Source: an optimization exercise on an open RTL-to-GDS flow (aim: small area, a short achievable clock period and few clock cycles). Production flows keep margins and buffers that such runs may drop. Where RTL was checked, it was by simulation tests only, not by an equivalence proof against the original. For runs 2 to 5, only the layout was checked, not whether the RTL still works. No activity file was given, so power comes from the tool's default toggle rates.

==> flow/design.v <==
module fdrd_stream (
    input  wire        clk,
    input  wire        rst,             
    input  wire        start,
    input  wire [11:0] frame_len,
    output wire        start_ready,
    input  wire        in_valid,
    input  wire [7:0]  in_data,
    output wire        in_ready,
    output reg         rec_valid,
    output wire [63:0] rec_ts,
    output wire [7:0]  rec_prio,
    output wire [31:0] rec_lon,
    output wire [31:0] rec_lat,
    output wire [15:0] rec_alt,
    output wire [15:0] rec_angle,
    output wire [7:0]  rec_sats,
    output wire [15:0] rec_speed,
    output wire [15:0] rec_event_io,
    output wire [15:0] rec_total_io,
    output wire [15:0] rec_cnt_1b,
    output wire [15:0] rec_cnt_2b,
    output wire [15:0] rec_cnt_4b,
    output wire [15:0] rec_cnt_8b,
    output wire [15:0] rec_cnt_nx,
    output wire [9:0]  rec_elem_first,
    output wire [10:0] rec_off,
    output wire [10:0] rec_len,
    output reg         elem_valid,
    output wire [15:0] elem_id,
    output wire [2:0]  elem_kind,
    output wire [7:0]  elem_rec,
    output wire [15:0] elem_vlen,
    output wire [10:0] elem_voff,
    output wire [63:0] elem_val,
    output reg         done,
    output reg  [2:0]  result,
    output wire [7:0]  anomaly,
    output wire [15:0] crc_calc,
    output wire [7:0]  ack,
    output wire [7:0]  rec_count,
    output wire [9:0]  elem_count,
    output wire [10:0] err_pos
);
    localparam [2:0] R_OK        = 3'd1;
    localparam [2:0] R_FRAME_LEN = 3'd2;
    localparam [2:0] R_SHORT     = 3'd3;
    localparam [2:0] R_CODEC     = 3'd4;
    localparam [2:0] R_CRC       = 3'd5;
    localparam [2:0] R_MALFORMED = 3'd6;
    localparam S_HDR  = 0,     
               S_END  = 1,     
               S_RH   = 2,     
               S_CNT0 = 3,     
               S_CNT1 = 4,     
               S_ID0  = 5,
               S_ID1  = 6,
               S_NXL0 = 7,
               S_NXL1 = 8,
               S_V0   = 9,     
               S_V    = 10;    
    function [15:0] crc_byte(input [15:0] c, input [7:0] d);
        integer i;
        reg [15:0] x;
        begin
            x = c ^ {8'h00, d};
            for (i = 0; i < 8; i = i + 1)
                x = x[0] ? ((x >> 1) ^ 16'hA001) : (x >> 1);
            crc_byte = x;
        end
    endfunction
    reg        idle;          
    reg        inr;           
    reg        st_tk;         
    reg [11:0] rc;            
    reg        tk;            
    reg [7:0]  db;            
    reg        dbz;           
    reg        lt1, lt2, lt4, lt8, lt26;
    assign start_ready = idle;
    assign in_ready    = inr;
    wire take    = in_valid && inr;
    wire st_take = start && idle;
    wire len_ok  = (frame_len >= 12'd15) && (frame_len <= 12'd2048);
    always @(posedge clk) begin
        db  <= in_data;
        dbz <= (in_data == 8'd0);
        if (tk) begin
            lt1  <= (rc < 12'd2);
            lt2  <= (rc < 12'd3);
            lt4  <= (rc < 12'd5);
            lt8  <= (rc < 12'd9);
            lt26 <= (rc < 12'd27);
        end else begin
            lt1  <= (rc < 12'd1);
            lt2  <= (rc < 12'd2);
            lt4  <= (rc < 12'd4);
            lt8  <= (rc < 12'd8);
            lt26 <= (rc < 12'd26);
        end
        if (rst) begin
            inr <= 1'b0;
            tk  <= 1'b0;
        end else begin
            tk <= take;
            if (st_take) begin
                rc  <= frame_len;
                inr <= len_ok;
            end else begin
                if (st_tk)   rc <= rc - 12'd5;
                else if (tk) rc <= rc - 12'd1;
                if (take && (tk ? rc == 12'hFFD : rc == 12'hFFC)) inr <= 1'b0;
            end
        end
    end
    reg [10:0]  st;
    reg [10:0]  pos;          
    reg [10:0]  fcnt;
    reg [2:0]   grp;          
    reg [9:0]   grem;         
    reg         gbig;         
    reg         gl1;          
    reg         lr;           
    reg         vfail;        
    reg [7:0]   rec_idx;      
    reg [9:0]   elem_idx;     
    reg [7:0]   n1;
    reg [15:0]  crc;
    reg         is8, is8e;
    reg         f_pre, f_dfl, f_rhi, f_n1n2, f_n2rec, f_slack, f_trunc, f_mal;
    reg         crc_ok;
    reg [191:0] sr1;          
    reg [31:0]  sr2;          
    reg [49:0]  cs;           
    reg [10:0]  roff;         
    reg [9:0]   efirst;
    reg [10:0]  rlen;
    reg [15:0]  id;
    reg [10:0]  nxlen;
    reg         nxbig;
    reg [10:0]  voff;
    reg [63:0]  acc;
    wire        cdc_ok  = is8 || is8e;
    wire        body    = !rc[11] && rc != 12'd0;
    wire [10:0] pos_inc = pos + 11'd1;
    reg fail;
    always @(*) begin
        fail = 1'b0;
        if (st[S_RH]) begin
            if (is8) begin
                if (fcnt[4:0] == 5'd28) fail = lt26;
            end else begin
                case (fcnt[4:0])
                    5'd28: fail = lt8;
                    5'd20: fail = lt1;
                    5'd19: fail = lt4;
                    5'd15: fail = lt4;
                    5'd11: fail = lt2;
                    5'd9:  fail = lt2;
                    5'd7:  fail = lt1;
                    5'd6:  fail = lt2;
                    5'd4:  fail = lt2;
                    5'd2:  fail = lt2;
                    default: fail = 1'b0;
                endcase
            end
        end
        if (st[S_CNT0] || st[S_ID0] || st[S_NXL0]) fail = lt2;
        if (st[S_V0]) fail = vfail;
    end
    wire        rh_last  = is8 ? (fcnt[4:0] == 5'd3) : (fcnt[4:0] == 5'd1);
    wire        last_rec = lr;
    wire        cnt_zero = !gbig && grem[9:8] == 2'd0 && dbz;
    wire        last_el  = gl1;
    wire        nxl_zero = !nxbig && nxlen[10:8] == 3'd0 && dbz;
    wire [7:0]  rec_idx_n = rec_idx + {7'd0, rec_valid};
    wire [3:0]  hp       = pos[3:0];              
    wire        ok_now   = cdc_ok && crc_ok && (db == crc[7:0]) && !f_mal;
    wire        hdr_end = st[S_HDR] && hp == 4'd9;
    wire        isv     = st[S_V0] || st[S_V];
    wire        v_last  = (fcnt == 11'd1);
    wire        do_fail = fail;
    wire        do_elem = !fail && ((st[S_NXL1] && nxl_zero) || (isv && v_last));
    wire        do_rec  = !fail && ((st[S_RH] && rh_last && is8)
                                 || (st[S_CNT1] && cnt_zero && grp[2])
                                 || (do_elem && last_el && grp[2]));
    wire        grp_adv = st[S_CNT0];
    wire [10:0] st_n;
    assign st_n[S_HDR]  = st[S_HDR] && !hdr_end;
    assign st_n[S_END]  = st[S_END] || fail || (hdr_end && !(cdc_ok && !dbz))
                          || (do_rec && last_rec);
    assign st_n[S_RH]   = !fail && ((hdr_end && cdc_ok && !dbz) || (st[S_RH] && !rh_last))
                          || (do_rec && !last_rec);
    assign st_n[S_CNT0] = !fail && ((st[S_RH] && rh_last && !is8)
                                 || (st[S_CNT1] && cnt_zero && !grp[2])
                                 || (do_elem && last_el && !grp[2]));
    assign st_n[S_CNT1] = !fail && st[S_CNT0];
    assign st_n[S_ID0]  = !fail && ((st[S_CNT1] && !cnt_zero) || (do_elem && !last_el));
    assign st_n[S_ID1]  = !fail && st[S_ID0];
    assign st_n[S_NXL0] = st[S_ID1] && grp[2];
    assign st_n[S_NXL1] = !fail && st[S_NXL0];
    assign st_n[S_V0]   = (st[S_ID1] && !grp[2]) || (st[S_NXL1] && !nxl_zero);
    assign st_n[S_V]    = !fail && isv && !v_last;
    reg [10:0] fcnt_n;
    always @(*) begin
        fcnt_n = fcnt;
        if (st[S_RH] || isv) fcnt_n = fcnt - 11'd1;
        if (st[S_ID1])       fcnt_n = {7'd0, grp == 3'd3, grp == 3'd2, grp == 3'd1, grp == 3'd0};
        if (st[S_NXL1])      fcnt_n = {nxlen[10:8], db};
        if (hdr_end || do_rec) fcnt_n = 11'd28;
    end
    always @(posedge clk) begin
        rec_valid  <= 1'b0;
        elem_valid <= 1'b0;
        done       <= 1'b0;
        rlen       <= pos_inc - roff;
        rec_idx    <= rec_idx_n;
        lr         <= (rec_idx_n == n1 - 8'd1);
        st_tk      <= st_take;
        if (st_take) idle <= 1'b0;
        if (st_tk) begin
            st       <= 11'd1 << S_HDR;
            pos      <= 11'd0;
            crc      <= 16'd0;
            rec_idx  <= 8'd0;
            elem_idx <= 10'd0;
            f_pre    <= 1'b0;
            f_dfl    <= 1'b0;
            f_rhi    <= 1'b0;
            f_n1n2   <= 1'b0;
            f_slack  <= 1'b0;
            f_trunc  <= 1'b0;
            f_n2rec  <= 1'b0;
            f_mal    <= 1'b0;
            crc_ok   <= 1'b1;
            n1       <= 8'd0;
            roff     <= 11'd0;
            result <= (rc > 12'd2048) ? R_FRAME_LEN : R_SHORT;
            if (!inr) begin
                done <= 1'b1;
                idle <= 1'b1;
            end
        end
        if (tk) begin
            pos  <= pos_inc;
            st   <= st_n;
            fcnt <= fcnt_n;
            if (st[S_HDR]) begin
                if (hp[3:2] == 2'd0 && !dbz) f_pre <= 1'b1;
                if ((hp == 4'd4 || hp == 4'd5) && !dbz) f_dfl <= 1'b1;
                if (hp == 4'd6) id[15:8] <= db;
                if (hp == 4'd7) id[7:0] <= db;
                if (hp == 4'd9 && id >= {4'd0, rc}) f_dfl <= 1'b1;
                if (hp == 4'd8) begin
                    is8  <= (db == 8'h08);
                    is8e <= (db == 8'h8E);
                end
                if (hp == 4'd9) n1 <= db;
            end
            if (!rc[11] && !(st[S_HDR] && !hp[3])) crc <= crc_byte(crc, db);
            if (rc == 12'd0) begin
                f_n1n2  <= (db != n1);
                f_n2rec <= (db != rec_idx_n);
            end
            if ((rc == 12'hFFF || rc == 12'hFFE) && !dbz) begin
                f_rhi  <= 1'b1;
                crc_ok <= 1'b0;
            end
            if (rc == 12'hFFD && db != crc[15:8]) crc_ok <= 1'b0;
            if (rc == 12'hFFC) begin
                done <= 1'b1;
                idle <= 1'b1;
                if (!cdc_ok)
                    result <= R_CODEC;
                else if (!crc_ok || db != crc[7:0])
                    result <= R_CRC;
                else if (f_mal)
                    result <= R_MALFORMED;
                else
                    result <= R_OK;
                if (!ok_now) begin
                    n1       <= 8'd0;
                    rec_idx  <= 8'd0;
                    elem_idx <= 10'd0;
                    f_trunc  <= 1'b0;
                    f_n2rec  <= 1'b0;
                    f_slack  <= 1'b0;
                end
                if (!(cdc_ok && crc_ok && db == crc[7:0] && f_mal)) roff <= 11'd0;
            end
            if (body && (st[S_END] || (do_fail && is8))) f_slack <= 1'b1;
            if (do_fail) begin
                if (is8) f_trunc <= 1'b1;
                else     f_mal   <= 1'b1;
            end
            if ((st[S_RH] && fcnt[4:0] == 5'd28) || (do_fail && !is8)) roff <= pos;
            if (st[S_RH] && fcnt[4:0] == 5'd28) efirst <= elem_idx;
            if (grp_adv) begin
                grp       <= grp + 3'd1;
                grem[9:8] <= db[1:0];
                gbig      <= (db[7:2] != 6'd0);
            end
            if (st[S_RH] && rh_last) grp <= 3'd7;
            if (st[S_CNT1]) begin
                grem[7:0] <= db;
                gl1       <= !gbig && grem[9:8] == 2'd0 && db == 8'd1;
            end
            if (st[S_ID1]) vfail <= (rc <= {8'd0, grp == 3'd3, grp == 3'd2, grp == 3'd1, grp == 3'd0});
            if (st[S_NXL1]) vfail <= nxbig || ({1'b0, nxlen[10:8], db} >= rc);
            if (st[S_ID0]) id[15:8] <= db;
            if (st[S_ID1]) id[7:0] <= db;
            if (st[S_ID1] || st[S_NXL1]) voff <= pos_inc;
            if (st[S_ID1] && !grp[2]) begin
                nxlen <= {7'd0, grp == 3'd3, grp == 3'd2, grp == 3'd1, grp == 3'd0};
                nxbig <= 1'b0;
            end
            if (st[S_NXL0]) begin
                nxlen[10:8] <= db[2:0];
                nxbig       <= (db[7:3] != 5'd0);
            end
            if (st[S_NXL1]) nxlen[7:0] <= db;
            if (do_elem) begin
                elem_valid <= 1'b1;
                elem_idx   <= elem_idx + 10'd1;
                grem       <= grem - 10'd1;
                gl1        <= !gbig && grem == 10'd2;
            end
            if (do_rec) rec_valid <= 1'b1;
        end
        if (rst) begin
            idle  <= 1'b1;
            st_tk <= 1'b0;
        end
    end
    wire rh     = tk && st[S_RH];
    wire sr1_en = rh && fcnt[4:0] > 5'd4;
    wire sr2_en = rh && (is8 || fcnt[4:0] <= 5'd4);
    wire cs_en  = (rh && is8) || (tk && st[S_CNT1]);
    wire acc_en = tk && (isv || st[S_ID0]);
    always @(posedge clk) begin
        if (sr1_en) sr1 <= {sr1[183:0], db};
        if (sr2_en) sr2 <= {sr2[23:0], db & {8{!is8}}};
        if (cs_en)  cs  <= {cs[39:0], {grem[9:8], db} & {10{!is8}}};
        if (acc_en) acc <= {acc[55:0], db} & {64{isv}};
    end
    assign rec_ts         = sr1[191:128];
    assign rec_prio       = sr1[127:120];
    assign rec_lon        = sr1[119:88];
    assign rec_lat        = sr1[87:56];
    assign rec_alt        = sr1[55:40];
    assign rec_angle      = sr1[39:24];
    assign rec_sats       = sr1[23:16];
    assign rec_speed      = sr1[15:0];
    assign rec_event_io   = sr2[31:16];
    assign rec_total_io   = sr2[15:0];
    assign rec_cnt_1b     = {6'd0, cs[49:40]};
    assign rec_cnt_2b     = {6'd0, cs[39:30]};
    assign rec_cnt_4b     = {6'd0, cs[29:20]};
    assign rec_cnt_8b     = {6'd0, cs[19:10]};
    assign rec_cnt_nx     = {6'd0, cs[9:0]};
    assign rec_elem_first = efirst;
    assign rec_off        = roff;
    assign rec_len        = rlen;
    assign elem_id   = id;
    assign elem_kind = grp;
    assign elem_rec  = rec_idx;
    assign elem_vlen = {5'd0, nxlen};
    assign elem_voff = voff;
    assign elem_val  = acc;
    assign anomaly    = {f_rhi, f_slack, f_pre, f_dfl, f_trunc, f_n1n2, f_n2rec, f_trunc};
    assign crc_calc   = crc;
    assign ack        = n1;
    assign rec_count  = rec_idx;
    assign elem_count = elem_idx;
    assign err_pos    = roff;
endmodule
==> flow/flow/run.sh <==
#!/bin/bash
# Standard ORFS layout (unchanged synthesis, SDC and clock) with:
#  - timing repair aimed at a larger setup slack margin, so it keeps working
#    below the 11 ns clock;
#  - port buffers of the smallest buffer cell (every port is still buffered);
#  - a clock tree of clkbuf_16 with larger sink clusters and no dummy loads.
set -euo pipefail
CTS="-sink_clustering_enable -repair_clock_nets -sink_clustering_size 22 -sink_clustering_max_diameter 90 -buf_list sky130_fd_sc_hd__clkbuf_16 -dont_use_dummy_load"
bash standard.sh SETUP_SLACK_MARGIN=7.58 \
  "BUFFER_PORTS_ARGS=-buffer_cell sky130_fd_sc_hd__buf_1" \
  "CTS_ARGS=$CTS" finish > make_finish.log 2>&1
==> flow/standard.sh <==
#!/bin/bash
# synth_recipe.tcl (not shown) runs the flow's synth.tcl, then flattens the netlist and writes it again
# the make line also repeats each setting of config.mk as NAME=value (left out here)
make -C /OpenROAD-flow-scripts/flow DESIGN_CONFIG=/design/flow/config.mk WORK_HOME=/design/flow/orfs CLKGATE_MAP_FILE= SYNTH_SCRIPT=/design/flow/synth_recipe.tcl "${@:-finish}"
==> flow/config.mk <==
export PLATFORM = sky130hd
export DESIGN_NAME = fdrd_stream
export DESIGN_NICKNAME = fdrd_stream
export VERILOG_FILES = /design/flow/design.v
export SDC_FILE = /design/flow/constraint.sdc
export NUM_CORES = 4
export LEC_CHECK = 0
export CAP_MARGIN = 20
export CORE_ASPECT_RATIO = 0.35
export CORE_MARGIN = 2
export CORE_UTILIZATION = 55
export SLEW_MARGIN = 20
==> flow/constraint.sdc <==
create_clock -name core_clock -period 11.0 [get_ports {clk}]
set_input_delay 2.2000 -clock core_clock [delete_from_list [all_inputs] [get_ports {clk}]]
set_output_delay 2.2000 -clock core_clock [all_outputs]
set_load 0.01 [all_outputs]
==> out/metrics.yaml, run 1 <==
worstPathCellList: "buf_6"
crit_slowest_cell: "edfxtp_1"
period_minus_slack_ns: 3.40
first_pass_iters: 5
max_freq_mhz: 294
core-area_um2: 39300
grt_pass1_vias: 12800
drv_slew: 0
grt_overflow_total: 0
n_fill_cell: 3093
num_vias: 13600
dieArea_um2: 41500
cts_inserted_buffers: 28
grt_pass1_wl_um: 76600
initial_utilization: 0.555
die_h_um: 122
maxCapViolCount: 0
synthDominantCellAreaShare: 0.619
drtIter0Drc: 1224
clk_pin_slew_worst_paths_ns: 0.09
cpLargestDelayFamily: "flip-flops"
tns_ns: 0
power_switching_share: 0.220
final_cell_mix: "buf_1, edfxtp_1, nand2_1, nor2_1, and2_1"
worst_slew_pin_slew_ns: 1.07
htreeDepth: 1
synth_area_leaders: "edfxtp_1, dfxtp_1, ha_1"
ys_ff_latch: 548
status: "timing/DRC/antenna clean"
cp_slowest_stage_delay_ns: 0.45
cp.arrival_ns: 1.20
synth_edf_count: 450
rows: 43
ys.flop_type: "edfxtp_1"
peakVddDrop_uv: 129
final_antenna_net_count: 0
clk_path_buf_depth: 3
rsz0062_at_grt: "yes"
gp_congestion: 0.938
syn_area_per_cell_um2: 14.2
p_sw_uw: 788
yosysWarnings: 1
drive_above_1_share: 0.0818
antenna_found_initial: 0
power_density_nw_per_um2: 143
netlist_area_um2: 21800
area_delta_synth_final_pct: 14.9
async_flop_share: 0
finalHoldViolations: 0
hp-class: "reg -> reg"
grt_use_total: 0.244
fin_util: 0.637
antennaDiodeCount: 0
cp-end-kind: "primary output"
layout.cells.non_filler: 2570
syn_inst: 1539
nets: 2122
setup_violations: 0
viasPerCell: 5.30
synth_area_leader_cell: "edfxtp_1"
layout_commonest_cell: "buf_1"
cts.sinks: 548
p_leak_nw: 8.59
pin_count: 547
totalWireLength_um: 52200
min_period_over_period: 0.309
hold_buffers: 0
fin_skew_ns: 0.0337
p_seq_frac: 0.640
dieWidth_um: 341
io_buffers: 511
cp_max_fo: 2
startpoint_type: "flop"
seq_area_frac_synth: 0.709
ys_types: 79
critPathBufInv: 1
hpwlAfterDp_um: 38000
clock_latency_ns: 0.60
wl_per_cell_um: 20.3
cts-root-buf: "clkbuf_16"
dp.cells: 2524
power_frac_comb: 0.061
drc: 0
crit_type: "reg -> out"
internal_power_mw: 2.80
grt_max_degree: 193
cts_tree: "done"
clkPwrFrac: 0.299
required_ns: 8.80
maxSlewHeadroom: 0.285
==> final cells by class <==
type                       instances  area [um^2]  area share
clock buffer                      28          701      0.0279
inverter                          65          244     0.00973
multi-input combinational        848         5620       0.224
sequential                       548        15500       0.619
tap                              540          676      0.0269
timing repair buffer             541         2320      0.0925
==> metal layers <==
metal / vias up / share of wire / global-route usage
li1: 6380 / - / -
met1: 6779 / 0.43 / 0.339
met2: 428 / 0.49 / 0.407
met3: 43 / 0.072 / 0.0535
met4: 0 / 0.012 / 0.0350
met5: - / 0 / 0
==> cell families (layout without fill, tap and decap cells) <==
kind of cell             count (synthesis)  in the layout  share of synthesized area
buffers and inverters                  177            634                     0.0427
XOR/XNOR                               116            116                     0.0469
AO/OA/AOI/OAI                          187            187                     0.0571
AND/OR/NAND/NOR                        440            440                      0.104
adder cells (fa/ha/maj)                 66             66                     0.0382
multiplexers                             4              4                    0.00201
other                                    1             35                   0.000172
flip-flops                             548            548                      0.709
==> registers in the layout, summed over array words and instances (netlist names), 10 cells and up <==
name	count
sr1	192
acc	64
cs	50
sr2	32
crc	16
id	16
rc	12
fcnt	11
nxlen	11
pos	11
rlen	11
roff	11
st	11
voff	11
efirst	10
elem_idx	10
grem	10
==> repair_timing <==
item                                    in CTS  in global routing
setup buffers                                7                 10
cloned                                       0                  0
endpoints found under the setup margin      35                 64
gates resized for setup                     36                 68
==> metrics by stage <==
step           hold WS, ns  power, mW  cell area (um^2)  setup slack [ns]
2_1_floorplan        0.424       2.49             22000              6.92
3_3_place_gp         0.427       2.55             24000              7.24
3_5_place_dp         0.429       2.55             24000              7.19
4_1_cts              0.429       3.60             24800              7.57
5_1_grt              0.439       3.70             25100              7.54
6_report             0.427       3.58             25100              7.60
==> worst paths after layout <==
kind         startpoint            to  slack [ns]  cells past startpoint
min reg2reg     sr1[12]       sr1[20]        0.43                      0
max             acc[25]  elem_val[25]        7.60                      1
max reg2reg   nxlen[10]       fcnt[6]        7.82                      9
min             sr1[12]       sr1[20]        0.43                      0
==> power by group through the flow <==
stage / registers, mW / logic [mW] / clock network (mW)
after floorplan: 2.35 / 0.143 / 0
after global placement: 2.34 / 0.206 / 0
after detailed placement: 2.34 / 0.210 / 0
after CTS: 2.30 / 0.213 / 1.09
after global routing: 2.30 / 0.241 / 1.16
final: 2.30 / 0.217 / 1.07
==> cells in the mapped netlist, types with 31 or more instances <==
cell      number
ha_1          65
and2_1        86
dfxtp_1       98
edfxtp_1     450
a21oi_1       38
nor2_1        94
xnor2_1       79
inv_1         63
clkbuf_1      31
o21ai_0       46
buf_4         67
nand2_1       90
xor2_1        36
nand3_1       44
nor3_1        33
Testbench counts, summed over its fixed seeds: cycles 92,202.
==> inputs of run 2 (changes only) <==
--- a/flow/design.v
+++ b/flow/design.v
@@ -78,3 +78,2 @@
     reg        dbz;           
-    reg        lt1, lt2, lt4, lt8, lt26;
     assign start_ready = idle;
@@ -87,15 +86,2 @@
         dbz <= (in_data == 8'd0);
-        if (tk) begin
-            lt1  <= (rc < 12'd2);
-            lt2  <= (rc < 12'd3);
-            lt4  <= (rc < 12'd5);
-            lt8  <= (rc < 12'd9);
-            lt26 <= (rc < 12'd27);
-        end else begin
-            lt1  <= (rc < 12'd1);
-            lt2  <= (rc < 12'd2);
-            lt4  <= (rc < 12'd4);
-            lt8  <= (rc < 12'd8);
-            lt26 <= (rc < 12'd26);
-        end
         if (rst) begin
@@ -145,2 +131,9 @@
     wire [10:0] pos_inc = pos + 11'd1;
+    wire hz5  = (rc[11:5] == 7'd0);
+    wire hz3  = hz5 && rc[4:3] == 2'd0;
+    wire lt1  = hz3 && rc[2:0] == 3'd0;
+    wire lt2  = hz3 && rc[2:1] == 2'd0;
+    wire lt4  = hz3 && !rc[2];
+    wire lt8  = hz3;
+    wire lt26 = hz5 && !(rc[4] && rc[3] && (rc[2] || rc[1]));
     reg fail;
--- a/flow/flow/run.sh
+++ b/flow/flow/run.sh
@@ -7,4 +7,4 @@
 set -euo pipefail
-CTS="-sink_clustering_enable -repair_clock_nets -sink_clustering_size 22 -sink_clustering_max_diameter 90 -buf_list sky130_fd_sc_hd__clkbuf_16 -dont_use_dummy_load"
-bash standard.sh SETUP_SLACK_MARGIN=7.58 \
+CTS="-sink_clustering_enable -repair_clock_nets -sink_clustering_size 26 -sink_clustering_max_diameter 100 -buf_list sky130_fd_sc_hd__clkbuf_16 -dont_use_dummy_load"
+bash standard.sh SETUP_SLACK_MARGIN=7.5 \
   "BUFFER_PORTS_ARGS=-buffer_cell sky130_fd_sc_hd__buf_1" \
--- a/flow/config.mk
+++ b/flow/config.mk
@@ -8,3 +8,2 @@
 export CAP_MARGIN = 20
-export CORE_ASPECT_RATIO = 0.35
 export CORE_MARGIN = 2
==> out/metrics.yaml, run 2 <==
clock_latency_ns: 0.61  # about the same
final_antenna_net_count: 0  # unchanged
totalPowerFinal_mw: 3.52  # -1.9%
grt_pass1_vias: 12800  # -0.28%
maxSlewHeadroom: 0.325  # +0.0401
syn_inst: 1522  # -1.1%
grt_overflow_total: 0  # unchanged
maxCapViolCount: 0  # unchanged
dieArea_um2: 41100  # -1.1%
syn_area_per_cell_um2: 14.3  # +0.52%
clk_path_buf_depth: 3  # unchanged
peakVddDrop_uv: 119  # -7.1%
grt_pass1_wl_um: 81300  # +6.0%
required_ns: 8.80  # about the same
grt_use_total: 0.265  # +0.0214
clk_pin_slew_worst_paths_ns: 0.10  # about the same
final_area_um2: 24700  # -1.7%
dieWidth_um: 203  # -41%
area_delta_synth_final_pct: 13.6
final-seq-area_um2: 15400  # -0.89%
ys_ff_latch: 543  # -0.91%
core-area_um2: 38800  # -1.3%
cts_inserted_buffers: 24  # -14%
totalWireLength_um: 56400  # +8.2%
multi_input_area_um2: 5630  # +0.16%
hpwlAfterDp_um: 41500  # +9.4%
drv_slew: 0  # unchanged
netlist_top_cells_count: "edfxtp_1, dfxtp_1, nor2b_1"
pre_cts_slack_ns: 7.25  # +0.0573 ns
period_minus_slack_ns: 3.55  # +0.147 ns
max_freq_mhz: 282  # -4.2%
cp_slowest_stage_delay_ns: 0.55  # +0.10 ns
viasPerCell: 5.48  # +3.3%
gp_congestion: 0.933  # -0.53%
io_buffers: 511  # unchanged
wl_per_cell_um: 22.4  # +10%
startpoint_type: "flop"
htreeDepth: 1  # unchanged
cp_max_fo: 2  # unchanged
drive_above_1_share: 0.0524  # -0.0293
critPathBufInv: 1  # unchanged
largest_reg_flops: 192  # unchanged
worst_slew_pin_slew_ns: 1.01  # -0.0601 ns
drc: 0  # unchanged
min_period_over_period: 0.322  # +0.0134
yosysMostFrequentCell: "edfxtp_1"
pin_count: 547  # unchanged
cts_tree: "done"
final_cell_mix: "buf_1, edfxtp_1, dfxtp_1, nor2b_1, nor2_1"
n_fill_cell: 3069  # -0.78%
async_flop_share: 0  # unchanged
synth_area_leader_cell: "edfxtp_1"
nets: 2096  # -1.2%
rows: 72  # +67%
layout_commonest_cell: "buf_1"
internal_power_mw: 2.74  # -2.2%
cpLargestDelayFamily: "flip-flops"
ys_types: 70  # -11%
tns_ns: 0  # unchanged
finalWorstSetupSlack_ns: 7.45  # -0.147 ns
hp-class: "reg -> reg"
p_seq_frac: 0.652  # +0.012
top_register: "sr1"
p_sw_uw: 781  # -0.95%
netlist_area_um2: 21700  # -0.59%
antenna_found_initial: 2  # +2
power_switching_share: 0.222  # +0.00209
fin_skew_ns: 0.0909  # +0.0572 ns
fin_util: 0.635  # -0.00253
power_density_nw_per_um2: 143  # -0.23%
synth_edf_count: 450  # unchanged
crit_slowest_cell: "edfxtp_1"
power_frac_comb: 0.070  # +0.009
num_vias: 13800  # +1.3%
rsz0062_at_grt: "yes"
cts-root-buf: "clkbuf_16"
cp.arrival_ns: 1.35  # +0.15 ns
setup_violations: 0  # unchanged
initial_utilization: 0.559  # +0.00385
seq_area_frac_synth: 0.708  # about the same
cp-end-kind: "primary output"
grt_max_degree: 193  # unchanged
finalHoldViolations: 0  # unchanged
top_regs: "sr1: 192 flops, acc: 64 flops, cs: 50 flops"
synthDominantCellAreaShare: 0.623  # +0.00368
cts.sinks: 543  # -0.91%
p_leak_nw: 8.36  # -2.7%
worstPathCellList: "clkbuf_2"
crit_type: "reg -> out"
first_pass_iters: 6  # +1
dpl_cell_area_um2: 24000  # -0.30%
die_h_um: 203  # +66%
ys.flop_type: "edfxtp_1"
drtIter0Drc: 1138  # -7.0%
synth_area_leaders: "edfxtp_1, dfxtp_1, ha_1"
status: "timing/DRC/antenna clean"
clkPwrFrac: 0.278  # -0.021
yosysWarnings: 1  # unchanged
[run 2: changes by cell type after synthesis, moves of 15 or more]
cell	delta
nand2_1	-16
and2_1	-64
nor2b_1	+67
clkbuf_1	+17
o21ai_1	-21
a21oi_1	+15
[run 2: logic make-up after synthesis]
group / Yosys count / synth area share
adder cells (fa/ha/maj): 68 / 0.0396
buffers and inverters: 170 / 0.0408
AND/OR/NAND/NOR: 423 / 0.102
other: 1 / 0.000173
AO/OA/AOI/OAI: 201 / 0.0616
flip-flops: 543 / 0.708
multiplexers: 3 / 0.00150
XOR/XNOR: 113 / 0.0456
[run 2: final cells by class]
class	count	share of cell area
tap	518	0.0263
timing repair buffer	539	0.0892
multi-input combinational	843	0.228
clock buffer	24	0.0244
inverter	53	0.00807
antenna	1	0.000102
sequential	543	0.624
[run 2: power groups by stage]
stage          clock [mW]  sequential (mW)  combinational (mW)
2_1_floorplan           0             2.34               0.164
3_3_place_gp            0             2.34               0.237
3_5_place_dp            0             2.34               0.243
4_1_cts              1.01             2.29               0.245
5_1_grt              1.06             2.30               0.270
6_report            0.978             2.29               0.246
[run 2: metrics by stage]
| step | cells | hold WS [ns] |
|---|---|---|
| 3_3_place_gp | 2489 | 0.428 |
| 2_1_floorplan | 1556 | 0.424 |
| 5_1_grt | 2521 | 0.439 |
| 4_1_cts | 2518 | 0.427 |
| 3_5_place_dp | 2490 | 0.430 |
| 6_report | 2521 | 0.425 |
[run 2: path summary, 6_finish.rpt]
check | slack, ns | from | endpoint | cells after the start
min reg2reg | 0.42 | sr2[18] | sr2[26] | 0
min | 0.42 | sr2[18] | sr2[26] | 0
max | 7.45 | sr1[165] | rec_ts[37] | 1
max reg2reg | 7.77 | rc[0] | fcnt[1] | 9
[run 2: timing repair]
item / CTS / global route
gates resized for setup: 14 / 15
pin swaps: 0 / 0
endpoints found under the setup margin: 20 / 16
setup buffers: 4 / 2
hold buffers: 0 / 0
[run 2: layer usage]
layer / GRT usage / up-vias / share of wire
met2: 0.433 / 582 / 0.48
met5: 0 / - / 0
li1: - / 6344 / -
met1: 0.362 / 6804 / 0.41
met4: 0.0761 / 0 / 0.026
met3: 0.0547 / 82 / 0.084
==> inputs of run 3 (changes only) <==
--- a/flow/design.v
+++ b/flow/design.v
@@ -78,2 +78,3 @@
     reg        dbz;           
+    reg        lt1, lt2, lt4, lt8, lt26;
     assign start_ready = idle;
@@ -83,2 +84,3 @@
     wire len_ok  = (frame_len >= 12'd15) && (frame_len <= 12'd2048);
+    wire last_take = take && (tk ? rc == 12'hFFD : rc == 12'hFFC);
     always @(posedge clk) begin
@@ -86,2 +88,15 @@
         dbz <= (in_data == 8'd0);
+        if (tk) begin
+            lt1  <= (rc < 12'd2);
+            lt2  <= (rc < 12'd3);
+            lt4  <= (rc < 12'd5);
+            lt8  <= (rc < 12'd9);
+            lt26 <= (rc < 12'd27);
+        end else begin
+            lt1  <= (rc < 12'd1);
+            lt2  <= (rc < 12'd2);
+            lt4  <= (rc < 12'd4);
+            lt8  <= (rc < 12'd8);
+            lt26 <= (rc < 12'd26);
+        end
         if (rst) begin
@@ -97,3 +112,3 @@
                 else if (tk) rc <= rc - 12'd1;
-                if (take && (tk ? rc == 12'hFFD : rc == 12'hFFC)) inr <= 1'b0;
+                if (last_take) inr <= 1'b0;
             end
@@ -131,9 +146,2 @@
     wire [10:0] pos_inc = pos + 11'd1;
-    wire hz5  = (rc[11:5] == 7'd0);
-    wire hz3  = hz5 && rc[4:3] == 2'd0;
-    wire lt1  = hz3 && rc[2:0] == 3'd0;
-    wire lt2  = hz3 && rc[2:1] == 2'd0;
-    wire lt4  = hz3 && !rc[2];
-    wire lt8  = hz3;
-    wire lt26 = hz5 && !(rc[4] && rc[3] && (rc[2] || rc[1]));
     reg fail;
@@ -170,3 +178,5 @@
     wire [3:0]  hp       = pos[3:0];              
-    wire        ok_now   = cdc_ok && crc_ok && (db == crc[7:0]) && !f_mal;
+    wire        crc_fin  = crc_ok && !(tk && rc == 12'hFFD && db != crc[15:8])
+                           && (in_data == crc[7:0]);
+    wire        ok_now   = cdc_ok && crc_fin && !f_mal;
     wire        hdr_end = st[S_HDR] && hp == 4'd9;
@@ -262,23 +272,2 @@
             if (rc == 12'hFFD && db != crc[15:8]) crc_ok <= 1'b0;
-            if (rc == 12'hFFC) begin
-                done <= 1'b1;
-                idle <= 1'b1;
-                if (!cdc_ok)
-                    result <= R_CODEC;
-                else if (!crc_ok || db != crc[7:0])
-                    result <= R_CRC;
-                else if (f_mal)
-                    result <= R_MALFORMED;
-                else
-                    result <= R_OK;
-                if (!ok_now) begin
-                    n1       <= 8'd0;
-                    rec_idx  <= 8'd0;
-                    elem_idx <= 10'd0;
-                    f_trunc  <= 1'b0;
-                    f_n2rec  <= 1'b0;
-                    f_slack  <= 1'b0;
-                end
-                if (!(cdc_ok && crc_ok && db == crc[7:0] && f_mal)) roff <= 11'd0;
-            end
             if (body && (st[S_END] || (do_fail && is8))) f_slack <= 1'b1;
@@ -322,2 +311,23 @@
         end
+        if (last_take) begin
+            done <= 1'b1;
+            idle <= 1'b1;
+            if (!cdc_ok)
+                result <= R_CODEC;
+            else if (!crc_fin)
+                result <= R_CRC;
+            else if (f_mal)
+                result <= R_MALFORMED;
+            else
+                result <= R_OK;
+            if (!ok_now) begin
+                n1       <= 8'd0;
+                rec_idx  <= 8'd0;
+                elem_idx <= 10'd0;
+                f_trunc  <= 1'b0;
+                f_n2rec  <= 1'b0;
+                f_slack  <= 1'b0;
+            end
+            if (!(cdc_ok && crc_fin && f_mal)) roff <= 11'd0;
+        end
         if (rst) begin
--- a/flow/config.mk
+++ b/flow/config.mk
@@ -8,2 +8,3 @@
 export CAP_MARGIN = 20
+export CORE_ASPECT_RATIO = 0.25
 export CORE_MARGIN = 2
==> out/metrics.yaml, run 3 <==
grt_pass1_vias: 12800  # -0.031%
top_regs: "sr1: 192 flops, acc: 64 flops, cs: 50 flops"
max_freq_mhz: 290  # +3.0%
clock_latency_ns: 0.56  # -0.05 ns
power_density_nw_per_um2: 139  # -2.3%
final_cell_mix: "buf_1, edfxtp_1, nor2_1, nand2_1, dfxtp_1"
cp-end-kind: "primary output"
status: "timing/DRC/antenna clean"
grt_overflow_total: 0  # unchanged
syn_area_per_cell_um2: 14.0  # -2.0%
synthDominantCellAreaShare: 0.617  # -0.00598
worst_slew_pin_slew_ns: 1.09  # +0.0721 ns
required_ns: 8.80  # about the same
ys_types: 75  # +7.1%
yosysWarnings: 1  # unchanged
grt_use_total: 0.240  # -0.0248
drc: 0  # unchanged
hold_start: "sr1[18]"
hold_end: "sr1[26]"
seq_area_frac_synth: 0.703  # -0.00555
rows: 36  # -50%
ys_ff_latch: 548  # +0.92%
totalWireLength_um: 51700  # -8.3%
r2r_slack_ns: 7.71  # -0.06 ns
peakVddDrop_uv: 117  # -2.1%
tns_ns: 0  # unchanged
fin_skew_ns: 0.0689  # -0.0220 ns
netlist_area_um2: 22100  # +1.6%
num_vias: 13600  # -1.2%
netlist_top_cells_count: "edfxtp_1, nor2_1, nand2_1"
startpoint_type: "flop"
crit_slowest_cell: "edfxtp_1"
finalWorstSetupSlack_ns: 7.56  # +0.103 ns
maxSlewHeadroom: 0.276  # -0.0490
r2r_cells: 9  # unchanged
power_switching_share: 0.215  # -0.00732
core-area_um2: 39200  # +0.93%
cts.sinks: 548  # +0.92%
antennaDiodeCount: 0  # -1
hold_depth: 0  # unchanged
viasPerCell: 5.28  # -3.6%
p_seq_frac: 0.656  # +0.004
internal_power_mw: 2.73  # -0.21%
ys.flop_type: "edfxtp_1"
hpwlAfterDp_um: 37400  # -10%
dpl_cell_area_um2: 24300  # +1.3%
worstPathCellList: "buf_1"
htreeDepth: 1  # unchanged
cp_max_fo: 4  # +2
io_buffers: 511  # unchanged
cts_tree: "done"
nets: 2142  # +2.2%
clk_path_buf_depth: 3  # unchanged
r2r_start: "fcnt[1]"
final_area_um2: 24900  # +1.2%
top_register: "sr1"
synth_area_leader_cell: "edfxtp_1"
antenna_found_initial: 0  # -2
cp.arrival_ns: 1.24  # -0.11 ns
grt_max_degree: 192  # -0.52%
drtIter0Drc: 1144  # +0.53%
clk_pin_slew_worst_paths_ns: 0.11  # about the same
maxCapViolCount: 0  # unchanged
min_period_over_period: 0.313  # -0.00936
cp_slowest_stage_delay_ns: 0.51  # -0.04 ns
power_frac_comb: 0.053  # -0.017
die_h_um: 104  # -49%
finalHoldViolations: 0  # unchanged
syn_inst: 1579  # +3.7%
cts-root-buf: "clkbuf_16"
grt_pass1_wl_um: 77200  # -5.0%
largest_reg_flops: 192  # unchanged
clkPwrFrac: 0.290  # +0.012
p_sw_uw: 747  # -4.4%
synth_edf_count: 453  # +0.67%
cpLargestDelayFamily: "flip-flops"
yosysMostFrequentCell: "edfxtp_1"
hp-class: "reg -> reg"
rsz0062_at_grt: "yes"
setup_violations: 0  # unchanged
area_delta_synth_final_pct: 13.1
drive_above_1_share: 0.0453  # -0.00715
fin_util: 0.637  # +0.00167
whs_ns: 0.435  # +0.0104 ns
pin_count: 547  # unchanged
totalPowerFinal_mw: 3.48  # -1.1%
gp_congestion: 0.896  # -4.0%
drv_slew: 0  # unchanged
dieArea_um2: 42100  # +2.6%
cts_inserted_buffers: 25  # +4.2%
p_leak_nw: 8.53  # +2.0%
layout.cells.non_filler: 2585  # +2.5%
first_pass_iters: 4  # -2
hold_buffers: 0  # unchanged
initial_utilization: 0.563  # +0.00396
dieWidth_um: 405  # +100%
wl_per_cell_um: 20.0  # -11%
final_antenna_net_count: 0  # unchanged
period_minus_slack_ns: 3.44  # -0.103 ns
pre_cts_slack_ns: 6.92  # -0.327 ns
r2r_end: "elem_idx[5]"
async_flop_share: 0  # unchanged
dp.cells: 2558  # +2.7%
synth_area_leaders: "edfxtp_1, dfxtp_1, ha_1"
layout_commonest_cell: "buf_1"
critPathBufInv: 1  # unchanged
crit_type: "reg -> out"
==> run 3: timing repair <==
action | 4_1_cts | 5_1_grt
gates resized for setup | 2 | 7
gates cloned | 0 | 0
pin swaps | 0 | 1
setup endpoints to repair | 13 | 32
setup buffers | 1 | 0
==> run 3: how the worst max path moves through the flow <==
stage | from | depth (start not counted) | to
after floorplan | fcnt[0] | 5 | sr1[0]
after detailed placement | in_data[2] | 7 | result[2]
final | nxlen[9] | 1 | elem_vlen[9]
after global placement | in_data[2] | 7 | result[2]
after global routing | in_data[4] | 8 | rec_idx[1]
after CTS | n1[2] | 1 | ack[2]
==> run 3: final cells by class <==
class | count | area (um^2)
Multi-Input combinational cell | 893 | 5850
Tap cell | 532 | 666
Sequential cell | 548 | 15500
Timing Repair Buffer | 530 | 2080
Inverter | 57 | 214
Clock buffer | 25 | 626
Fill cell | 3100 | 14200
==> run 3: power groups by stage <==
stage	logic (mW)	clock network [mW]	registers [mW]
finish	0.184	1.01	2.28
global route	0.206	1.10	2.29
CTS	0.183	1.03	2.28
detailed placement	0.182	0	2.33
global placement	0.179	0	2.33
floorplan	0.128	0	2.33
==> run 3: cells by family (layout without fill, tap and decap cells) <==
logic type | count (synthesis) | in the layout | synth area share
buf+inv | 172 | 612 | 0.0428
fa+ha+maj | 63 | 63 | 0.0361
xor+xnor | 127 | 127 | 0.0504
flops | 548 | 548 | 0.703
other cells | 1 | 35 | 0.000170
compound gates | 178 | 178 | 0.0526
simple gates | 476 | 476 | 0.109
mux | 14 | 14 | 0.00641
==> run 3: per-layer routing <==
metal,GRT usage,part of all wire,vias up
met3,0.0503,0.062,60
met1,0.334,0.44,6730
li1,-,-,6468
met2,0.397,0.48,391
met5,0,0,-
met4,0.0429,0.017,0
==> run 3: worst reg2reg max path: cells and delay by family (launching register included) <==
kind	cells	cell delay, ns
AND/OR/NAND/NOR	4	1.04
adder cells (fa/ha/maj)	1	0.17
buffers and inverters	1	0.14
AO/OA/AOI/OAI	3	1.31
flip-flops	1	0.50
==> inputs of run 4 (changes only) <==
--- a/flow/config.mk
+++ b/flow/config.mk
@@ -8,3 +8,3 @@
 export CAP_MARGIN = 20
-export CORE_ASPECT_RATIO = 0.25
+export CORE_ASPECT_RATIO = 0.35
 export CORE_MARGIN = 2
==> out/metrics.yaml, run 4 <==
finalHoldViolations: 0  # unchanged
whs_ns: 0.425  # -0.0101 ns
die_h_um: 122  # +18%
worstPathCellList: "buf_1"
maxSlewHeadroom: 0.312  # +0.0364
drtIter0Drc: 1131  # -1.1%
startpoint_type: "flop"
htreeDepth: 1  # unchanged
clock_latency_ns: 0.59  # +0.03 ns
wl_per_cell_um: 20.3  # +1.3%
fin_skew_ns: 0.0987  # +0.0298 ns
crit_type: "reg -> out"
grt_overflow_total: 0  # unchanged
hpwlAfterDp_um: 38300  # +2.5%
min_period_over_period: 0.312  # -0.000649
drc: 0  # unchanged
n_fill_cell: 3165  # +2.1%
dp.cells: 2567  # +0.35%
netlist_top_cells_count: "edfxtp_1, nor2_1, nand2_1"
gp_congestion: 0.872  # -2.7%
power_density_nw_per_um2: 139  # about the same
clk_path_buf_depth: 3  # unchanged
status: "timing/DRC/antenna clean"
largest_reg_flops: 192  # unchanged
required_ns: 8.80  # about the same
initial_utilization: 0.558  # -0.00508
totalPowerFinal_mw: 3.48  # +0.15%
antenna_found_initial: 0  # unchanged
maxCapViolCount: 0  # unchanged
cts.sinks: 548  # unchanged
drv_slew: 0  # unchanged
cp_max_fo: 4  # unchanged
pin_count: 547  # unchanged
peakVddDrop_uv: 83.8  # -28%
tns_ns: 0  # unchanged
critPathBufInv: 1  # unchanged
async_flop_share: 0  # unchanged
final_antenna_net_count: 0  # unchanged
viasPerCell: 5.27  # -0.22%
hp-class: "reg -> reg"
grt_max_degree: 85  # -56%
cp.arrival_ns: 1.24  # about the same
rsz0062_at_grt: "no"
synth_area_leader_cell: "edfxtp_1"
cts_inserted_buffers: 25  # unchanged
first_pass_iters: 8  # +4
antennaDiodeCount: 0  # unchanged
core-area_um2: 39500  # +0.91%
dieArea_um2: 41900  # -0.42%
grt_use_total: 0.244  # +0.00338
syn_inst: 1579  # unchanged
clk_pin_slew_worst_paths_ns: 0.11  # about the same
dieWidth_um: 343  # -15%
ys_types: 75  # unchanged
num_vias: 13700  # +0.17%
io_buffers: 511  # unchanged
syn_area_per_cell_um2: 14.0  # unchanged
synth_edf_count: 453  # unchanged
cp-end-kind: "primary output"
ys_ff_latch: 548  # unchanged
top_regs: "sr1: 192 flops, acc: 64 flops, cs: 50 flops"
yosysWarnings: 1  # unchanged
grt_pass1_vias: 12100  # -5.4%
worst_slew_pin_slew_ns: 1.03  # -0.0556 ns
area_delta_synth_final_pct: 13.2
nets: 2144  # +0.093%
yosysMostFrequentCell: "edfxtp_1"
hold_buffers: 0  # unchanged
grt_pass1_wl_um: 76100  # -1.4%
final_cell_mix: "buf_1, edfxtp_1, nor2_1, nand2_1, dfxtp_1"
netlist_area_um2: 22100  # unchanged
seq_area_frac_synth: 0.703  # unchanged
ys.flop_type: "edfxtp_1"
synthDominantCellAreaShare: 0.617  # unchanged
drive_above_1_share: 0.0472  # +0.00190
totalWireLength_um: 52600  # +1.6%
crit_slowest_cell: "dfxtp_1"
top_register: "sr1"
max_freq_mhz: 291  # +0.21%
rows: 43  # +19%
synth_area_leaders: "edfxtp_1, dfxtp_1, ha_1"
cts-root-buf: "clkbuf_16"
layout_commonest_cell: "buf_1"
cp_slowest_stage_delay_ns: 0.49  # -0.02 ns
layout.cells.non_filler: 2595  # +0.39%
period_minus_slack_ns: 3.44  # -0.00714 ns
setup_violations: 0  # unchanged
cts_tree: "done"
cpLargestDelayFamily: "flip-flops"
fin_util: 0.632  # -0.00501
p_leak_nw: 8.54  # +0.17%
-- run 4: cell type report --
cell class	count	area [um^2]	share of cell area
multi-input combinational	893	5860	0.235
clock buffer	25	626	0.0250
sequential	548	15500	0.621
tap	540	676	0.0271
inverter	57	214	0.00857
timing repair buffer	532	2090	0.0836
-- run 4: kinds of logic (layout without fill, tap and decap cells) --
| family | Yosys count | after routing | synth area share |
|---|---|---|---|
| multiplexers | 14 | 14 | 0.00641 |
| AO/OA/AOI/OAI | 178 | 178 | 0.0526 |
| other | 1 | 35 | 0.000170 |
| AND/OR/NAND/NOR | 476 | 476 | 0.109 |
| adder cells (fa/ha/maj) | 63 | 63 | 0.0361 |
| buffers and inverters | 172 | 614 | 0.0428 |
| XOR/XNOR | 127 | 127 | 0.0504 |
| flip-flops | 548 | 548 | 0.703 |
-- run 4: layer usage --
layer  vias to the layer above  share of wire  GRT usage
met5                         -              0          0
met4                         0          0.017     0.0444
met3                        50          0.060     0.0406
met2                       428           0.48      0.392
met1                      6732           0.45      0.356
li1                       6462              -          -
-- run 4: what timing repair did --
action | in CTS | in global routing
endpoints found under the setup margin | 99 | 107
pin swaps | 0 | 1
endpoints found under the hold margin | 0 | 0
setup buffers | 2 | 1
gates resized for setup | 6 | 9
-- run 4: stage by stage --
| step | setup WS (ns) | instance area (um^2) |
|---|---|---|
| CTS | 7.51 | 24900 |
| global route | 7.50 | 25000 |
| detailed placement | 6.91 | 24300 |
| floorplan | 6.97 | 22300 |
| finish | 7.56 | 25000 |
| global placement | 6.96 | 24300 |
-- run 4: final timing paths --
path	from	endpoint	slack [ns]	cells after the start
setup / recovery	roff[10]	err_pos[10]	7.56	1
hold / removal	cs[1]	cs[11]	0.43	0
setup reg to reg	fcnt[1]	elem_idx[2]	7.72	9
hold reg to reg	cs[1]	cs[11]	0.43	0
-- run 4: power breakdown --
group	internal, mW	switching [mW]
registers	2.26	0.0261
logic	0.0647	0.120
clock network	0.408	0.607
==> inputs of run 5 (changes only) <==
--- a/flow/flow/run.sh
+++ b/flow/flow/run.sh
@@ -8,3 +8,3 @@
 CTS="-sink_clustering_enable -repair_clock_nets -sink_clustering_size 26 -sink_clustering_max_diameter 100 -buf_list sky130_fd_sc_hd__clkbuf_16 -dont_use_dummy_load"
-bash standard.sh SETUP_SLACK_MARGIN=7.5 \
+bash standard.sh SETUP_SLACK_MARGIN=7.58 \
   "BUFFER_PORTS_ARGS=-buffer_cell sky130_fd_sc_hd__buf_1" \
==> out/metrics.yaml, run 5 <==
wl_met1_um: 23000  # -2.5%
cp_max_fo: 1  # -3
totalPowerFinal_mw: 3.48  # about the same
wl_per_cell_um: 19.9  # -2.0%
synth_area_leaders: "edfxtp_1, dfxtp_1, ha_1"
whs_ns: 0.434  # +0.00891 ns
period_minus_slack_ns: 3.44  # +0.00841 ns
route.met3.wl_um: 3450  # +10%
ys_types: 75  # unchanged
final_area_um2: 25400  # +1.7%
max_freq_mhz: 290  # -0.24%
tns_ns: 0  # unchanged
first_pass_iters: 5  # -3
pre_cts_slack_ns: 6.94  # +0.0353 ns
final_antenna_net_count: 0  # unchanged
power_density_nw_per_um2: 137  # -1.7%
clk_path_buf_depth: 3  # unchanged
nets: 2177  # +1.5%
top_layer_used: "met4"
synth_edf_count: 453  # unchanged
initial_utilization: 0.558  # unchanged
p_leak_nw: 8.89  # +4.0%
cts_tree: "done"
finalWorstSetupSlack_ns: 7.56  # -0.00841 ns
maxSlewHeadroom: 0.262  # -0.0499
critPathBufInv: 1  # unchanged
gp_congestion: 0.887  # +1.7%
maxCapViolCount: 0  # unchanged
r2r_cells: 7  # -2
core-area_um2: 39500  # unchanged
endpoint: "result[2]"
grt_pass1_vias: 12100  # -0.033%
syn_inst: 1579  # unchanged
clock_latency_ns: 0.57  # -0.02 ns
final_cell_mix: "buf_1, edfxtp_1, nor2_1, nand2_1, and2_1"
synth_area_leader_cell: "edfxtp_1"
viasPerCell: 5.19  # -1.5%
crit_slowest_cell: "edfxtp_1"
cp_num_cells: 1  # unchanged
pin_count: 547  # unchanged
yosysMostFrequentCell: "edfxtp_1"
fin_util: 0.642  # +0.0109
min_period_over_period: 0.313  # +0.000765
num_vias: 13600  # -0.29%
antenna_found_initial: 0  # unchanged
grt_max_degree: 193  # +130%
largest_reg_flops: 192  # unchanged
dieWidth_um: 343  # unchanged
drive_above_1_share: 0.103  # +0.0558
synthDominantCellAreaShare: 0.617  # unchanged
cp.arrival_ns: 1.24  # about the same
netlist_area_um2: 22100  # unchanged
die_h_um: 122  # unchanged
async_flop_share: 0  # unchanged
area_delta_synth_final_pct: 15.2
ys.flop_type: "edfxtp_1"
clk_pin_slew_worst_paths_ns: 0.11  # about the same
netlist_top_cells_count: "edfxtp_1, nor2_1, nand2_1"
htreeDepth: 1  # unchanged
ys_ff_latch: 548  # unchanged
peakVddDrop_uv: 139  # +66%
hpwlAfterDp_um: 37300  # -2.5%
wl_met2_um: 25300  # +0.92%
cp_slowest_stage_delay_ns: 0.50  # about the same
cts.sinks: 548  # unchanged
hp-class: "reg -> reg"
antennaDiodeCount: 0  # unchanged
layout_commonest_cell: "buf_1"
syn_area_per_cell_um2: 14.0  # unchanged
worst_slew_pin_slew_ns: 1.11  # +0.0773 ns
cts_inserted_buffers: 25  # unchanged
status: "timing/DRC/antenna clean"
fin_skew_ns: 0.0696  # -0.0291 ns
cts-root-buf: "clkbuf_16"
startpoint: "result[2]"
n_fill_cell: 3143  # -0.70%
crit_type: "reg -> out"
r2r_start: "is8"
startpoint_type: "flop"
cp-end-kind: "primary output"
seq_area_frac_synth: 0.703  # unchanged
top_register: "sr1"
grt_overflow_total: 0  # unchanged
cpLargestDelayFamily: "flip-flops"
setup_violations: 0  # unchanged
drc: 0  # unchanged
r2r_slack_ns: 7.79  # +0.07 ns
totalWireLength_um: 52200  # -0.71%
rsz0062_at_grt: "yes"
worstPathCellList: "clkbuf_2"
layout.cells.non_filler: 2628  # +1.3%
dp.cells: 2567  # unchanged
hold_buffers: 0  # unchanged
finalHoldViolations: 0  # unchanged
io_buffers: 511  # unchanged
yosysWarnings: 1  # unchanged
drv_slew: 0  # unchanged
dieArea_um2: 41900  # unchanged
r2r_end: "gl1"
drtIter0Drc: 972  # -14%
required_ns: 8.80  # about the same
dpl_cell_area_um2: 24300  # about the same
top_regs: "sr1: 192 flops, acc: 64 flops, cs: 50 flops"
rows: 43  # unchanged
grt_use_total: 0.241  # -0.00220
grt_pass1_wl_um: 75900  # -0.21%
-- run 5: cell count changes in the layout (fill, tap and decap cells not counted), moves of 6 or more --
cell      before  now
buf_1        510  459
clkbuf_2       1   36
buf_4         19   53
dfxtp_1       90   57
dfxtp_2        5   32
buf_6          1    9
buf_2          0    7
dfxtp_4        0    6
-- run 5: layer usage --
metal	up-vias	global-route usage
met5	-	0
met4	0	0.0293
met3	37	0.0517
met2	387	0.398
met1	6683	0.343
li1	6526	-
-- run 5: worst register-to-register path: stages (launching register included) --
cell	delay [ns]
edfxtp_1	0.75
inv_1	0.37
o221ai_1	0.17
or3_4	0.40
a21o_4	0.29
nor2_1	0.21
nor2_1	0.06
nor2_1	0.59
-- run 5: what timing repair did --
action,CTS,global route
pin swaps,0,2
endpoints found under the hold margin,0,0
endpoints found under the setup margin,63,118
setup buffers,11,25
gates resized for setup,40,79
-- run 5: cells by family (layout without fill, tap and decap cells) --
family / Yosys count / after routing / share of synthesized area
XOR/XNOR: 127 / 127 / 0.0504
AO/OA/AOI/OAI: 178 / 178 / 0.0526
flip-flops: 548 / 548 / 0.703
AND/OR/NAND/NOR: 476 / 476 / 0.109
buffers and inverters: 172 / 647 / 0.0428
adder cells (fa/ha/maj): 63 / 63 / 0.0361
multiplexers: 14 / 14 / 0.00641
other: 1 / 35 / 0.000170
-- run 5: worst min-delay path by stage --
stage | start | end | slack [ns] | cells after the start
2_1_floorplan | f_pre | f_pre | 0.42 | 2
3_3_place_gp | sr1[42] | sr1[50] | 0.43 | 0
3_5_place_dp | sr1[44] | sr1[52] | 0.43 | 0
4_1_cts | cs[0] | cs[10] | 0.43 | 0
5_1_grt | sr1[21] | sr1[29] | 0.44 | 0
6_report | sr2[9] | sr2[17] | 0.43 | 0
-- run 5: area by class of cell --
class / count / area, um^2 / share of cell area
Inverter: 57 / 214 / 0.00842
Sequential cell: 548 / 15600 / 0.613
Timing Repair Buffer: 565 / 2460 / 0.0967
Multi-Input combinational cell: 893 / 5870 / 0.231
Tap cell: 540 / 676 / 0.0266
Clock buffer: 25 / 626 / 0.0246
-- run 5: power breakdown --
group	total [mW]	internal, mW	switching [mW]
sequential	2.28	2.26	0.0239
combinational	0.187	0.0665	0.120
clock	1.01	0.408	0.607
total	3.48	2.73	0.751

-- static timing again, ports no longer ideal --
No port has a modelled driver above. Below, the same layouts with a new extraction and two added sets of constraints.
Step 1 assumes that a clkbuf_16 drives the clock port and a buf_2 every other input.
Step 2 adds t to the input delays and takes it off the output delays; t is the mean of the earliest and latest rising clock arrival at the registers after step 1. Input paths then give back, and output paths get back, about the clock's delay inside the block.
a / b / c = ideal / step 1 / step 2; a / b = the first two.
run | shift t [ns] | slack for setup (ns) | worst hold slack (ns) | slew at the worst register clock pin (ns) | cell pins on the clock port's net
run 1 | 0.639 | 7.601 / 7.541 / 7.209 | 0.427 / 0.427 / 0.427 | 0.10 / 0.10 | 1
run 2 | 0.621 | 7.453 / 7.397 / 7.216 | 0.425 / 0.425 / 0.425 | 0.12 / 0.12 | 1
run 3 | 0.608 | 7.556 / 7.489 / 7.065 | 0.435 / 0.435 / 0.435 | 0.11 / 0.11 | 1
run 4 | 0.608 | 7.564 / 7.501 / 7.064 | 0.425 / 0.425 / 0.425 | 0.11 / 0.11 | 1
run 5 | 0.610 | 7.555 / 7.496 / 7.065 | 0.434 / 0.434 / 0.434 | 0.11 / 0.11 | 1
After both steps setup and hold are still met in every run listed. The setup slack of run 4, which loses most, moves by -0.063 ns with the drivers and by -0.500 ns with both steps.
